Context: an optimization exercise on an open-source flow, tuned for small area, a short achievable clock period and few clock cycles. The choices shown serve that exercise and are no tape-out recipe.
Function was checked by simulation only, so behaviour that the tests miss may differ from the original.

v6:
// tfx
module tfx #(
  parameter PREMUL_ROUND = 0           
) (
  input  wire        clk,
  input  wire        rst,              
  input  wire        req,
  input  wire        we,
  input  wire [3:0]  addr,             
  input  wire [31:0] wdata,
  output wire        ready,
  output reg  [31:0] rdata
);
Settings: LEC_CHECK=0, CAP_MARGIN=20, CORE_MARGIN=2, CORE_UTILIZATION=40, PLACE_DENSITY=0.5, SETUP_SLACK_MARGIN=5, SLEW_MARGIN=20; clock period 20.0 ns.
standard.sh (not shown) runs the stock make flow with config.mk's settings and CLKGATE_MAP_FILE= SYNTH_SCRIPT=/design/flow/synth_recipe.tcl, a recipe that flattens the netlist after the stock synthesis.
==> flow/flow/run.sh <==
#!/bin/bash
set -euo pipefail
bash standard.sh SETUP_SLACK_MARGIN=11 TNS_END_PERCENT=100 finish > orfs_make.log 2>&1
Testbench counts of v6, summed over its fixed seeds: cycles 26,744.
Edits applied to the flow inputs when going from v6 to v7:
--- a/flow/design.v
+++ b/flow/design.v
@@ -387,30 +387,29 @@
     reg [18:0] t;
     begin
       t = ks19({r, 1'b0}, r[17] ? {2'b00, d, 1'b0} : ~{2'b00, d, 1'b0}, ~r[17]);
       dv_step = t[17:0];
     end
   endfunction
   wire [17:0] dv_r1 = dv_step(dv_r,  dv_d);
   wire [17:0] dv_r2 = dv_step(dv_r1, dv_d);
   wire [17:0] dv_r3 = dv_step(dv_r2, dv_d);
   wire [17:0] dv_r4 = dv_step(dv_r3, dv_d);
-  wire [3:0]  dv_q4 = {~dv_r1[17], ~dv_r2[17], ~dv_r3[17], ~dv_r4[17]};
+  wire [17:0] dv_r5 = dv_step(dv_r4, dv_d);
+  wire [4:0]  dv_q5 = {~dv_r1[17], ~dv_r2[17], ~dv_r3[17], ~dv_r4[17], ~dv_r5[17]};
   wire [17:0] dv_n2d = 18'd0 - {1'b0, dv_d, 1'b0};
-  wire        pk_rz  = dv_r2[17] ? (dv_r2 != dv_n2d) : (dv_r2 != 18'd0);
-  wire        pk_q52 = ~dv_r1[17];
-  wire        pk_rnd = ~dv_r2[17] & (pk_rz | pk_q52);
-  wire        pk_c   = pk_rnd & pk_q52;
-  wire [49:0] pk_hi  = (pk_c && f[1:0] == 2'b11) ? inc50(f[51:2]) : f[51:2];
-  wire [1:0]  pk_lo  = f[1:0] + {1'b0, pk_c};
+  wire        pk_rz  = dv_r[17] ? (dv_r != dv_n2d) : (dv_r != 18'd0);
+  wire        pk_rnd = f[1] & (f[0] | pk_rz | f[2]);
+  wire [49:0] pk_hi  = (pk_rnd && f[4:2] == 3'b111) ? inc50(f[54:5]) : f[54:5];
+  wire [2:0]  pk_lo  = f[4:2] + {2'd0, pk_rnd};
   wire [10:0] pk_ex  = 11'(11'sd1023 + {{5{dv_e[5]}}, dv_e});
-  wire [63:0] pk_f   = {1'b0, pk_ex, pk_hi[48:0], pk_lo, pk_q52 ^ pk_rnd};
+  wire [63:0] pk_f   = {1'b0, pk_ex, pk_hi[48:0], pk_lo};
   wire [17:0] m18    = {1'b1, f_frac[51:35]};
   wire        qh_cyc = busy && (mode == M_QH);
   wire [7:0]  mul_c  = qh_cyc ? 8'd17 : abyte;
   reg  [25:0] mul_s, mul_cy;
   reg  [25:0] pp0, pp1, pp2, pp3, pp4, pp5, pp6, pp7;
   reg  [25:0] s1a, c1a, s1b, c1b, s2a, c2a, s2b, c2b, s3, c3;
   always @(*) begin
     pp0 = mul_c[0] ? {8'd0, m18}       : 26'd0;
     pp1 = mul_c[1] ? {7'd0, m18, 1'b0} : 26'd0;
     pp2 = mul_c[2] ? {6'd0, m18, 2'd0} : 26'd0;
@@ -584,22 +583,22 @@
                 OP_XY2D:
                   if (xy2d_bad) fail(E_COORD);
                   else          dist_r <= x_d;
                 OP_NALPHA: f <= nalpha_f;
                 OP_DQH:    f <= dqh_f;
                 OP_DQC, OP_DQL: f <= dqc_f;
                 OP_UNPREMUL:
                   if (n_na == 16'd0 || n_nc == 16'd0) f <= 64'd0;
                   else if (n_nc >= n_na)             f <= 64'h3FF0000000000000;
                   else begin
-                    dv_r  <= dv_r4;
-                    f     <= {f[59:0], dv_q4};
+                    dv_r  <= dv_r5;
+                    f     <= {f[58:0], dv_q5};
                     busy  <= 1'b1;
                     cnt   <= 7'd0;
                   end
                 OP_QA:
                   if (f_nan) begin qbyte <= 8'd0; nan_flag <= 1'b1; end
                   else if (f_sign || f_tiny) qbyte <= 8'd0;
                   else if (f_inf || f_e > 13'sd0) qbyte <= 8'hFF;
                   else if (f_e < -13'sd10) qbyte <= 8'd0;
                   else if (qa_amb) slow_start(S_QA, qa_b);
                   else qbyte <= qa_b;
@@ -628,34 +627,34 @@
                     mode <= M_QH;
                   end
                 default: fail(E_ILLEGAL);
               endcase
             end
           end
           default: ;
         endcase
       end
     end else begin
-      if (mode != M_DIV || cnt == 7'd12) begin
+      if (mode != M_DIV || cnt == 7'd10) begin
         dv_r <= dv_pr;
         dv_d <= px_d;
         dv_e <= dv_pe;
       end
       case (mode)
         M_DIV: begin
           cnt  <= cnt + 7'd1;
-          if (cnt == 7'd12) begin
+          if (cnt == 7'd10) begin
             f    <= pk_f;
             busy <= 1'b0;
           end else begin
-            dv_r <= dv_r4;
-            f    <= {f[59:0], dv_q4};
+            dv_r <= dv_r5;
+            f    <= {f[58:0], dv_q5};
           end
         end
         M_QH: begin
           dv_r <= {qh_i1, qh_y[16:10]};
           mode <= M_QH2;
         end
         M_QH2: begin
           if (qh_top || qh_bot) slow_start(S_QH, qh_b);
           else begin
             qbyte <= qh_b;
- Looking at v6 and v7, the synthesized area per cell is a wash.
- Taking v6 as the reference, in v7 worst hold slack has remained practically unchanged; cell area has increased; full die area has increased.
- Count of standard-cell rows (v7 over v6): increase, 1
- Actual slew at the worst max-slew pin ends up higher on v6.
- Instance area at placement ends up lower on v6.
Testbench counts of v7, summed over its fixed seeds: cycles 25,622.


tfx again, from the RTL that the note above started with.
==> flow/config.mk <==
export PLATFORM = sky130hd
export DESIGN_NAME = tfx
export DESIGN_NICKNAME = tfx
export VERILOG_FILES = /design/flow/design.v
export SDC_FILE = /design/flow/constraint.sdc
export NUM_CORES = 4
export LEC_CHECK = 0
export ABC_AREA = 1
export CAP_MARGIN = 20
export CORE_MARGIN = 2
export CORE_UTILIZATION = 40
export PLACE_DENSITY = 0.5
export SETUP_SLACK_MARGIN = 5
export SLEW_MARGIN = 20
==> flow/constraint.sdc <==
create_clock -name core_clock -period 20.0 [get_ports {clk}]
set_input_delay 4.0000 -clock core_clock [delete_from_list [all_inputs] [get_ports {clk}]]
set_output_delay 4.0000 -clock core_clock [all_outputs]
set_load 0.01 [all_outputs]
==> flow/flow/run.sh <==
#!/bin/bash
set -euo pipefail
bash standard.sh SETUP_SLACK_MARGIN=10 TNS_END_PERCENT=100 finish > orfs_make.log 2>&1
The baseline went through all stages and came out clean.
Testbench counts at the start, summed over its fixed seeds: cycles 26,744.
Edit:
--- a/flow/design.v
+++ b/flow/design.v
@@ -385,34 +385,33 @@
   wire signed [5:0] dv_pe = $signed({1'b0, px_la}) - $signed({1'b0, px_lc}) - (px_lt ? 6'sd1 : 6'sd0);
   function [17:0] dv_step(input [17:0] r, input [15:0] d);
     reg [18:0] t;
     begin
       t = ks19({r, 1'b0}, r[17] ? {2'b00, d, 1'b0} : ~{2'b00, d, 1'b0}, ~r[17]);
       dv_step = t[17:0];
     end
   endfunction
   wire [17:0] dv_r1 = dv_step(dv_r,  dv_d);
   wire [17:0] dv_r2 = dv_step(dv_r1, dv_d);
   wire [17:0] dv_r3 = dv_step(dv_r2, dv_d);
   wire [17:0] dv_r4 = dv_step(dv_r3, dv_d);
-  wire [3:0]  dv_q4 = {~dv_r1[17], ~dv_r2[17], ~dv_r3[17], ~dv_r4[17]};
+  wire [17:0] dv_r5 = dv_step(dv_r4, dv_d);
+  wire [4:0]  dv_q5 = {~dv_r1[17], ~dv_r2[17], ~dv_r3[17], ~dv_r4[17], ~dv_r5[17]};
   wire [17:0] dv_n2d = 18'd0 - {1'b0, dv_d, 1'b0};
-  wire        pk_rz  = dv_r2[17] ? (dv_r2 != dv_n2d) : (dv_r2 != 18'd0);
-  wire        pk_q52 = ~dv_r1[17];
-  wire        pk_rnd = ~dv_r2[17] & (pk_rz | pk_q52);
-  wire        pk_c   = pk_rnd & pk_q52;
-  wire [49:0] pk_hi  = (pk_c && f[1:0] == 2'b11) ? inc50(f[51:2]) : f[51:2];
-  wire [1:0]  pk_lo  = f[1:0] + {1'b0, pk_c};
+  wire        pk_rz  = dv_r[17] ? (dv_r != dv_n2d) : (dv_r != 18'd0);
+  wire        pk_rnd = f[1] & (f[0] | pk_rz | f[2]);
+  wire [49:0] pk_hi  = (pk_rnd && f[4:2] == 3'b111) ? inc50(f[54:5]) : f[54:5];
+  wire [2:0]  pk_lo  = f[4:2] + {2'd0, pk_rnd};
   wire [10:0] pk_ex  = 11'(11'sd1023 + {{5{dv_e[5]}}, dv_e});
-  wire [63:0] pk_f   = {1'b0, pk_ex, pk_hi[48:0], pk_lo, pk_q52 ^ pk_rnd};
+  wire [63:0] pk_f   = {1'b0, pk_ex, pk_hi[48:0], pk_lo};
   wire [17:0] m18    = {1'b1, f_frac[51:35]};
   wire        qh_cyc = busy && (mode == M_QH);
   wire [7:0]  mul_c  = qh_cyc ? 8'd17 : abyte;
   reg  [25:0] mul_s, mul_cy;
   reg  [25:0] pp0, pp1, pp2, pp3, pp4, pp5, pp6, pp7;
   reg  [25:0] s1a, c1a, s1b, c1b, s2a, c2a, s2b, c2b, s3, c3;
   always @(*) begin
     pp0 = mul_c[0] ? {8'd0, m18}       : 26'd0;
     pp1 = mul_c[1] ? {7'd0, m18, 1'b0} : 26'd0;
     pp2 = mul_c[2] ? {6'd0, m18, 2'd0} : 26'd0;
     pp3 = mul_c[3] ? {5'd0, m18, 3'd0} : 26'd0;
     pp4 = mul_c[4] ? {4'd0, m18, 4'd0} : 26'd0;
@@ -582,26 +581,26 @@
                   if (d2xy_bad) fail(E_DIST);
                   else          coord <= {d_y, d_x};
                 OP_XY2D:
                   if (xy2d_bad) fail(E_COORD);
                   else          dist_r <= x_d;
                 OP_NALPHA: f <= nalpha_f;
                 OP_DQH:    f <= dqh_f;
                 OP_DQC, OP_DQL: f <= dqc_f;
                 OP_UNPREMUL:
                   if (n_na == 16'd0 || n_nc == 16'd0) f <= 64'd0;
                   else if (n_nc >= n_na)             f <= 64'h3FF0000000000000;
                   else begin
-                    dv_r  <= dv_r4;
-                    f     <= {f[59:0], dv_q4};
+                    dv_r  <= dv_r5;
+                    f     <= {f[58:0], dv_q5};
                     busy  <= 1'b1;
                     cnt   <= 7'd0;
                   end
                 OP_QA:
                   if (f_nan) begin qbyte <= 8'd0; nan_flag <= 1'b1; end
                   else if (f_sign || f_tiny) qbyte <= 8'd0;
                   else if (f_inf || f_e > 13'sd0) qbyte <= 8'hFF;
                   else if (f_e < -13'sd10) qbyte <= 8'd0;
                   else if (qa_amb) slow_start(S_QA, qa_b);
                   else qbyte <= qa_b;
                 OP_PREMUL:
                   if (f_nan || (f_inf && abyte == 8'd0)) begin qbyte <= 8'd0; nan_flag <= 1'b1; end
@@ -626,38 +625,38 @@
                   else begin
                     busy <= 1'b1;
                     mode <= M_QH;
                   end
                 default: fail(E_ILLEGAL);
               endcase
             end
           end
           default: ;
         endcase
       end
     end else begin
-      if (mode != M_DIV || cnt == 7'd12) begin
+      if (mode != M_DIV || cnt == 7'd10) begin
         dv_r <= dv_pr;
         dv_d <= px_d;
         dv_e <= dv_pe;
       end
       case (mode)
         M_DIV: begin
           cnt  <= cnt + 7'd1;
-          if (cnt == 7'd12) begin
+          if (cnt == 7'd10) begin
             f    <= pk_f;
             busy <= 1'b0;
           end else begin
-            dv_r <= dv_r4;
-            f    <= {f[59:0], dv_q4};
+            dv_r <= dv_r5;
+            f    <= {f[58:0], dv_q5};
           end
         end
         M_QH: begin
           dv_r <= {qh_i1, qh_y[16:10]};
           mode <= M_QH2;
         end
         M_QH2: begin
           if (qh_top || qh_bot) slow_start(S_QH, qh_b);
           else begin
             qbyte <= qh_b;
             busy  <= 1'b0;
           end
After rerunning:
- clock skew shrinks by 0.019 ns
- via count grows by about 1.8%
- wire length grows by about 4%
- hold slack gains 0.022 ns
- cell count grows by 3.2%
- sequential share of layout area shrinks by 0.61 points
- clock-buffer cell count shrinks by 1
- utilization grows by 1.5 points
- die area grows by about 1.4%
- critical path depth grows by 58
- maximum frequency shrinks by 4.4%
Testbench counts after the change, summed over its fixed seeds: cycles 25,622.

[what the ideal ports hide]
The flow's constraints put no driver on any port. The routed layouts listed below were extracted and timed again, unchanged, in two steps.
Step 1 sets driving cells, clkbuf_16 on the clock port and buf_2 on the other inputs (assumed; they add their load-dependent delay and slew).
Step 2 moves the port delays by t, midway between the first and last clock arrival at a register: inputs arrive t later, outputs are due t later. That takes back most of the time a late clock gives input paths.
Slacks: no drivers / after step 1 / after step 2; pairs: no drivers / after step 1.
run | shift t [ns] | setup WS [ns] | worst hold slack (ns) | worst setup path at the end
v6 | 0.740 | 9.262 / 9.262 / 9.262 | 0.470 / 0.470 / 0.470 | register to register
v7 | 0.757 | 9.284 / 9.284 / 9.284 | 0.473 / 0.473 / 0.473 | register to register
the first run of note 2 | 0.757 | 10.022 / 9.998 / 9.667 | 0.467 / 0.467 / 0.467 | input to register
the second run of note 2 | 0.775 | 9.559 / 9.559 / 9.421 | 0.489 / 0.489 / 0.489 | input to register
After both steps setup and hold are still met in every run listed. The setup slack of the first run of note 2, which loses most, moves by -0.024 ns with the drivers and by -0.355 ns with both steps.
